From an optimization exercise on the open Yosys and OpenROAD flow, aimed at small area, a short achievable clock period and few clock cycles; shortcuts taken in it are not production practice. RTL that was checked went through simulation tests only; none was proved equivalent to the original. Power and IR drop assume default switching activity.

==> v2: inputs <==
Design sdio_host_seq, start of the top module:
module sdio_host_seq (
    input  wire        clk,
    input  wire        rst,           
    input  wire        gpio_irq,      
    input  wire        req_valid,
    output wire        req_ready,
    input  wire [3:0]  req_op,
    input  wire [31:0] req_arg0,
    input  wire [31:0] req_arg1,
    output wire        rsp_valid,
    output wire [2:0]  rsp_code,
    output reg  [31:0] rsp_value,
    output wire        cmd_valid,
    input  wire        cmd_ready,
    output reg         cmd_kind,      
    output reg  [31:0] cmd_arg,
    output reg         cmd_reg,       
    output wire [31:0] cmd_off,       
    output wire [31:0] cmd_wdata,     
    input  wire        bus_rsp_valid,
    input  wire        bus_rsp_fail,
    input  wire [7:0]  bus_rsp_data,
    input  wire [31:0] bus_rsp_word
);
clock: 8.0 ns
lec_check: 0
cap_margin: 20
core_margin: 2
core_utilization: 40
setup_slack_margin: 3.5
slew_margin: 20
standard.sh (not shown) runs the stock make flow with config.mk's settings and CLKGATE_MAP_FILE= SYNTH_SCRIPT=/design/flow/synth_recipe.tcl, a recipe that flattens the netlist after the stock synthesis.
==> flow/flow/run.sh <==
#!/bin/bash
# Standard layout, with the port buffers made from the smallest plain buffer cell.
set -euo pipefail
export BUFFER_PORTS_ARGS="-buffer_cell sky130_fd_sc_hd__buf_1"
bash standard.sh > standard.log 2>&1
==> v11: changes against v2 <==
--- a/flow/design.v
+++ b/flow/design.v
@@ -33,11 +33,11 @@
     localparam [1:0] VAR_UNKNOWN = 2'd0, VAR_A = 2'd1, VAR_B = 2'd2;
     localparam [31:0] CHIP_ID_MASK = 32'hFFFFF000,
                       CHIP_ID_PAT_A = 32'h00100000, CHIP_ID_PAT_B = 32'h00300000;
     localparam [4:0] T_W0     = 5'd0,  T_W1     = 5'd1,  T_W2     = 5'd2,
                      T_SBRD   = 5'd3,  T_SBWR   = 5'd4,  T_REGRD  = 5'd5,
-                     T_REGWR  = 5'd6,  T_XA     = 5'd7,  T_XB     = 5'd8,
+                     T_REGWR  = 5'd6,  T_X      = 5'd7,   
                      T_N1     = 5'd9,  T_N2LO   = 5'd10, T_N2HI   = 5'd11,
                      T_N3     = 5'd12, T_POLL   = 5'd13, T_N5LO   = 5'd14,
                      T_N5HI   = 5'd15, T_N6     = 5'd16, T_C0     = 5'd17,
                      T_C1     = 5'd18, T_FLG    = 5'd19, T_STS    = 5'd20,
                      T_CLA    = 5'd21, T_CLB0   = 5'd22, T_CLB1   = 5'd23,
@@ -58,15 +58,15 @@
     reg [1:0]  h_variant;
     reg        h_gpio;
     reg [3:0]  h_nint;
     reg        h_init;
     reg [3:0]  op;
-    reg        rs;           
     reg        dir;          
-    reg        ovf;          
     reg [1:0]  k;            
-    reg [1:0]  polls;
+    wire       ovf   = k[0];
+    wire [1:0] polls = k;
+    wire       rs    = dir;  
     reg [23:0] a;            
     reg [31:0] word;         
     wire [8:0] nblk  = word[17:9];    
     wire [6:0] nleft = word[8:2];     
     wire v    = bus_rsp_valid;
@@ -127,11 +127,11 @@
     wire [16:0] xadr = dir ? 17'd0 : 17'h10F;
     wire [7:0]  clr_a = {a[7:5], h_gpio ? a[4:0] : 5'd0};
     wire [15:0] fa    = fix_addr(op == OP_INIT, k);
     wire [23:0] wa    = cw ? {8'd0, fa} : a;
     assign cmd_wdata = word;
-    assign cmd_off   = {14'd0, (step == T_XB) ? nblk : 9'd0, 9'd0};
+    assign cmd_off   = {14'd0, aw[0] ? nblk : 9'd0, 9'd0};
     always @(*) begin
         cmd_kind  = 1'b0;
         cmd_reg   = 1'b0;
         case (step)
             T_W0:    cmd_arg = sb_word(1'b1, 3'd0, 1'b0, 17'h10C, wa[7:0]);
@@ -147,17 +147,13 @@
             T_REGWR: begin
                 cmd_kind = 1'b1;
                 cmd_reg  = 1'b1;
                 cmd_arg  = blk_word(1'b1, 3'd0, 1'b0, 17'h10F, 9'd4);
             end
-            T_XA: begin
+            T_X: begin
                 cmd_kind = 1'b1;
-                cmd_arg  = blk_word(op[0], xfn, 1'b1, xadr, nblk);
-            end
-            T_XB: begin
-                cmd_kind = 1'b1;
-                cmd_arg  = blk_word(op[0], xfn, 1'b0, xadr, {nleft, 2'b00});
+                cmd_arg  = blk_word(op[0], xfn, ~aw[0], xadr, aw[0] ? {nleft, 2'b00} : nblk);
             end
             T_N1:    cmd_arg = sb_word(1'b1, 3'd0, 1'b0, 17'h100, 8'h80);
             T_N2LO:  cmd_arg = sb_word(1'b1, 3'd0, 1'b0, 17'h010, 8'h00);
             T_N2HI:  cmd_arg = sb_word(1'b1, 3'd0, 1'b0, 17'h011, 8'h02);
             T_N3:    cmd_arg = sb_word(1'b1, 3'd0, 1'b0, 17'h002, 8'h02);
@@ -176,30 +172,43 @@
             T_RST:   cmd_arg = sb_word(1'b1, 3'd0, 1'b1, 17'h006, 8'h08);
             default: cmd_arg = 32'd0;
         endcase
     end
     wire [7:0] d = bus_rsp_data;
-    wire [4:0] flags = h_gpio ? ((h_variant == VAR_A) ? d[4:0] : {1'b0, d[3:0]})
-                              : {d[5], d[4], d[3], d[2], d[0]};
+    wire       vs_w  = (op == OP_RDREG) & ~dir;    
+    wire       vs_d  = (op == OP_RDREG) & dir;     
+    wire       vs_p  = (op == OP_PEND);            
+    wire       vs_s  = (op == OP_STATUS);          
+    wire       fs_g  = vs_s & h_gpio;
+    wire       fs_a  = fs_g & (h_variant == VAR_A);
+    wire       fs_s  = vs_s & ~h_gpio;
+    wire [4:0] flags = {(fs_a & d[4]) | (fs_s & d[5]),
+                        (fs_g & d[3]) | (fs_s & d[4]),
+                        (fs_g & d[2]) | (fs_s & d[3]),
+                        (fs_g & d[1]) | (fs_s & d[2]),
+                        vs_s & d[0]};
+    wire [15:0] held = vs_s ? {word[7:0], word[15:8]} :
+                       vs_p ? {8'd0, word[7:0]} :
+                       (vs_w | vs_d) ? 16'd0 : {15'd0, h_init};
     always @(*) begin
-        case (op)
-            OP_RDREG:  rsp_value = dir ? {24'd0, d} : bus_rsp_word;
-            OP_STATUS: rsp_value = {11'd0, flags, word[7:0], word[15:8]};
-            OP_PEND:   rsp_value = {16'd0, d, word[7:0]};
-            default:   rsp_value = {31'd0, h_init};
-        endcase
+        rsp_value = ({32{vs_w}} & bus_rsp_word) |
+                    {11'd0, flags, ({8{vs_p}} & d), ({8{vs_d}} & d)} |
+                    {16'd0, held};
     end
     wire        q_dir_reg = (req_arg0[31:4] == 28'h000000F);
     wire        q_dir_x   = (req_arg0 == 32'd0);
     wire        q_up      = (req_arg1[1:0] != 2'd0);            
     wire        q_xfer    = (req_op[3:1] == 3'b010);
     wire [15:0] q_sz      = req_arg1[17:2] + {15'd0, q_up & q_xfer};   
     wire [29:0] q_word    = {req_arg1[31:18], q_sz};            
     wire        q_hi      = (req_arg1[31:18] != 14'd0) || (q_up && (&req_arg1[17:2]));
     wire        q_ovf     = q_hi;                               
-    wire        q_hasa    = q_hi || (q_sz[15:7] != 9'd0);       
-    wire        q_hasb    = (q_sz[6:0] != 7'd0);                
+    wire        q_lo1     = &req_arg1[8:2];
+    wire        q_lo0     = ~|req_arg1[8:2];
+    wire        q_hasa    = (req_arg1[31:9] != 23'd0) || (q_lo1 && q_up);    
+    wire        q_hasb    = !((q_lo0 && !q_up) || (q_lo1 && q_up));          
+    wire        q_zero    = (req_arg1 == 32'd0);                            
     wire [4:0]  q_mlo     = req_arg0[4:0];
     wire [2:0]  q_mhi     = req_arg0[7:5];
     wire [2:0]  q_rmw0    = rmw_first(h_variant, h_gpio);
     wire [2:0]  r_rmw0    = rmw_first(h_variant, h_gpio);
     wire [2:0]  r_rmwn    = rmw_after(k, h_gpio, h_nint);
@@ -229,11 +238,11 @@
                     default: ;
                 endcase
                 if (wd && !f) begin
                     case (step)
                         T_POLL: begin
-                            polls <= polls + 2'd1;
+                            k <= polls + 2'd1;
                             if (d[1]) begin
                                 step <= T_N5LO;
                                 pend <= 1'b1;
                             end else if (polls == 2'd2) begin
                                 code <= RC_NOT_READY;
@@ -291,14 +300,14 @@
                                 if (ovf) begin
                                     wc   <= 1'b0;
                                     wf   <= 1'b1;
                                     code <= RC_TRANSPORT;
                                 end else begin
-                                    step <= T_XA;
+                                    step <= T_X;
                                 end
                             end
-                            default: step <= T_XB;
+                            default: step <= T_X;
                         endcase
                     end
                     T_REGRD: begin
                         if (op == OP_RDREG) begin
                             wc <= 1'b0;
@@ -321,16 +330,16 @@
                             cw   <= 1'b1;
                             aw   <= AW_REGRD;
                             step <= T_W0;
                         end
                     end
-                    T_XA: begin
-                        if (nleft == 7'd0) begin
+                    T_X: begin
+                        if (aw[0] || nleft == 7'd0) begin
                             wc <= 1'b0;
                             wf <= 1'b1;
                         end else if (dir) begin
-                            step <= T_XB;
+                            aw <= AW_XB;
                         end else begin
                             a[23:9] <= a[23:9] + {6'd0, nblk};
                             aw      <= AW_XB;
                             step    <= T_W0;
                         end
@@ -380,55 +389,49 @@
                         wf <= 1'b1;
                     end
                 endcase
             end
             if (acc) begin
-                op <= req_op;
+                op   <= req_op;
+                a    <= req_arg0[23:0];
+                word <= {q_word, req_arg1[1:0]};
+                k    <= (req_op == OP_SYNC) ? q_rmw0[1:0] : {1'b0, q_xfer & q_ovf};
+                cw   <= (req_op == OP_INIT) | (req_op == OP_RESUME) | (req_op == OP_SYNC);
+                dir  <= q_xfer ? q_dir_x :
+                        (req_op == OP_INIT || req_op == OP_RESUME) ? (req_op[3] | req_arg0[0]) :
+                        q_dir_reg;
+                aw   <= {q_xfer, q_xfer ? ~q_hasa : (req_op[0] & ~req_op[3])};
                 case (req_op)
                     OP_INIT, OP_RESUME: begin
                         h_init <= 1'b0;
-                        polls  <= 2'd0;
-                        rs     <= (req_op == OP_RESUME) | req_arg0[0];
-                        cw     <= 1'b1;
                         step   <= T_N1;
                         pend   <= 1'b1;
                     end
                     OP_DEINIT: begin
                         h_init <= 1'b0;
                         code   <= RC_OK;
                         dn     <= 1'b1;
                     end
                     OP_RDREG, OP_WRREG: begin
-                        a    <= req_arg0[23:0];
-                        cw   <= 1'b0;
-                        word <= {q_word, req_arg1[1:0]};
-                        dir  <= q_dir_reg;
-                        aw   <= req_op[0] ? AW_REGWR : AW_REGRD;
                         step <= q_dir_reg ? (req_op[0] ? T_SBWR : T_SBRD) : T_W0;
                         pend <= 1'b1;
                     end
                     OP_BLKRD, OP_BLKWR: begin
-                        a     <= req_arg0[23:0];
-                        cw    <= 1'b0;
-                        dir   <= q_dir_x;
-                        ovf   <= q_ovf;
-                        word  <= {q_word, req_arg1[1:0]};
-                        aw    <= q_hasa ? AW_XA : AW_XB;
                         if (!h_bs_set) begin
                             code <= RC_TRANSPORT;
                             dn   <= 1'b1;
-                        end else if (!q_hasa && !q_hasb) begin
+                        end else if (q_zero) begin
                             code <= RC_OK;
                             dn   <= 1'b1;
                         end else if (!q_dir_x) begin
                             step <= T_W0;
                             pend <= 1'b1;
                         end else if (q_hasa && q_ovf) begin
                             code <= RC_TRANSPORT;
                             dn   <= 1'b1;
                         end else begin
-                            step <= q_hasa ? T_XA : T_XB;
+                            step <= T_X;
                             pend <= 1'b1;
                         end
                     end
                     OP_STATUS, OP_PEND: begin
                         if (!req_op[3] && h_gpio && h_variant == VAR_UNKNOWN) begin
@@ -438,11 +441,10 @@
                             step <= T_C0;
                             pend <= 1'b1;
                         end
                     end
                     OP_CLEAR: begin
-                        a[7:0]    <= req_arg0[7:0];
                         code      <= RC_OK;
                         if (h_variant == VAR_A) begin
                             if (q_mhi != 3'd0 || (h_gpio && q_mlo != 5'd0)) begin
                                 step <= T_CLA;
                                 pend <= 1'b1;
@@ -472,13 +474,10 @@
                             code <= RC_REFUSED;
                             dn   <= 1'b1;
                         end else begin
                             h_nint <= req_arg0[3:0];
                             if (q_rmw0[2]) begin
-                                k    <= q_rmw0[1:0];
-                                cw   <= 1'b1;
-                                aw   <= AW_REGRD;
                                 step <= T_W0;
                                 pend <= 1'b1;
                             end else begin
                                 code <= RC_OK;
                                 dn   <= 1'b1;
==> flow/flow/run.sh (replaced) <==
#!/bin/bash
# Standard layout with two changes:
#  - the port buffers are made from the smallest plain buffer cell;
#  - the synthesis maps the logic with an area-oriented ABC script (flow/abc_area_deep.script)
#    in place of ORFS's speed script. Everything else in the synthesis is the standard flow's own script
#    (synth_recipe.tcl), so the registers and their names are those of the standard synthesis.
set -euo pipefail
here=$(pwd)
export BUFFER_PORTS_ARGS="-buffer_cell sky130_fd_sc_hd__buf_1"
export MY_ABC_SCRIPT="$here/flow/abc_area_deep.script"
{
  cat <<'EOT'
proc abc {args} {
  set i [lsearch -exact $args -script]
  if {$i >= 0} { lset args [expr {$i + 1}] $::env(MY_ABC_SCRIPT) }
  yosys abc {*}$args
}
EOT
  cat "$here/synth_recipe.tcl"
} > "$here/my_synth.tcl"
sed "s#$here/synth_recipe.tcl#$here/my_synth.tcl#g" standard.sh > my_standard.sh
grep -q my_synth.tcl my_standard.sh
bash my_standard.sh > standard.log 2>&1
==> flow/flow/abc_area_deep.script (new file) <==
strash
&get -n
&st
&dc2
&dch -f
&nf -a -R 1000
&st
&dc2
&dch -f
&nf -a -R 1000
&put
Settings changed: SETUP_SLACK_MARGIN 3.5 to 4.2.
==> v29: changes against v2 <==
--- a/flow/design.v
+++ b/flow/design.v
@@ -194,12 +194,15 @@
     wire        q_xfer    = (req_op[3:1] == 3'b010);
     wire [15:0] q_sz      = req_arg1[17:2] + {15'd0, q_up & q_xfer};   
     wire [29:0] q_word    = {req_arg1[31:18], q_sz};            
     wire        q_hi      = (req_arg1[31:18] != 14'd0) || (q_up && (&req_arg1[17:2]));
     wire        q_ovf     = q_hi;                               
-    wire        q_hasa    = q_hi || (q_sz[15:7] != 9'd0);       
-    wire        q_hasb    = (q_sz[6:0] != 7'd0);                
+    wire        q_lo1     = &req_arg1[8:2];
+    wire        q_lo0     = ~|req_arg1[8:2];
+    wire        q_hasa    = (req_arg1[31:9] != 23'd0) || (q_lo1 && q_up);    
+    wire        q_hasb    = !((q_lo0 && !q_up) || (q_lo1 && q_up));          
+    wire        q_zero    = (req_arg1 == 32'd0);                            
     wire [4:0]  q_mlo     = req_arg0[4:0];
     wire [2:0]  q_mhi     = req_arg0[7:5];
     wire [2:0]  q_rmw0    = rmw_first(h_variant, h_gpio);
     wire [2:0]  r_rmw0    = rmw_first(h_variant, h_gpio);
     wire [2:0]  r_rmwn    = rmw_after(k, h_gpio, h_nint);
@@ -414,11 +417,11 @@
                         word  <= {q_word, req_arg1[1:0]};
                         aw    <= q_hasa ? AW_XA : AW_XB;
                         if (!h_bs_set) begin
                             code <= RC_TRANSPORT;
                             dn   <= 1'b1;
-                        end else if (!q_hasa && !q_hasb) begin
+                        end else if (q_zero) begin
                             code <= RC_OK;
                             dn   <= 1'b1;
                         end else if (!q_dir_x) begin
                             step <= T_W0;
                             pend <= 1'b1;
Settings changed: SETUP_SLACK_MARGIN 3.5 to 4.4.
==> qor summary <==
Proportion of cell area occupied by multi-input gates: v29 52.1%; v11 49.5%; v2 57.1%
Clk pwr share: v29 24.7%; v11 31.0%; v2 29.5%
Number of instances resized during post-cts repair: v29 252; v11 118; v2 9
Detailed Route WL: v29 42100 um; v11 31400 um; v2 38100 um
Endpoint of the worst-slack reg-to-reg timing path: v29 aw[0]; v11 step[0]; v2 code[0]
Post-CTS Setup Inserts: v29 74; v11 47; v2 0
Sw Pwr: v29 678 uW; v11 519 uW; v2 578 uW
Sequential-to-total area share from yosys stat: v29 30.2%; v11 35.4%; v2 29.5%
Post-DR wirelength/cell: v29 24.6 um; v11 21.7 um; v2 23.8 um
Achievable Freq: v29 253 MHz; v11 253 MHz; v2 229 MHz
Power Density: v29 147 nW/um^2; v11 152 nW/um^2; v2 150 nW/um^2
Complex-gate fraction of the synthesized area: v29 25.7%; v11 24.3%; v2 25.9%
Total design power: v29 1770 uW; v11 1500 uW; v2 1560 uW
Top-count cell post-synth: v29 nor2_1; v11 nand2_1; v2 nand2_1
Leak pwr: v29 0.00487 uW; v11 0.00366 uW; v2 0.00365 uW
Status: v29 no timing/DRC/antenna violations; v11 no timing/DRC/antenna violations; v2 no timing/DRC/antenna violations
Adder-Cell Fraction of Synth Area: v29 3.59%; v11 3.55%; v2 2.96%
Wl on met1: v29 17600 um; v11 12000 um; v2 15700 um
Slowest stage delay, CP: v29 0.46 ns; v11 0.18 ns; v2 0.30 ns
Placeable core region: v29 21800 sq um; v11 17900 sq um; v2 22500 sq um
Launch point of the worst reg-to-reg path: v29 step[0]; v11 k[0]; v2 step[0]
Testbench counts of v11, summed over its fixed seeds: cycles 13,179.
Testbench counts of v29, summed over its fixed seeds: cycles 13,179.
The RTL of v2 was laid out without a check of its function.

==> re-timing with driven ports <==
In the flow no input, the clock included, has a driving cell. The finished layouts below were timed again as built, in two steps. Step 1: set_driving_cell puts a clkbuf_16 on clk and a buf_2 on each other input, an assumption about the parent block. Step 2 also shifts input and output timing later by t, the mid clock arrival at the registers, as if the neighbouring blocks saw the same clock. a / b / c = no drivers / after step 1 / after step 2; a / b = the first two.
| run | shift t [ns] | setup slack, ns | hold WS [ns] |
|---|---|---|---|
| v2 | 0.405 | 3.640 / 3.633 / 3.255 | 0.532 / 0.532 / 0.532 |
| v11 | 0.405 | 4.052 / 4.005 / 3.869 | 0.531 / 0.531 / 0.531 |
| v29 | 0.398 | 4.046 / 3.991 / 3.991 | 0.533 / 0.533 / 0.533 |
After both steps setup and hold are still met in every run listed. For v2, which loses most, drivers alone change the setup slack by -0.007 ns; drivers and shift together by -0.385 ns.
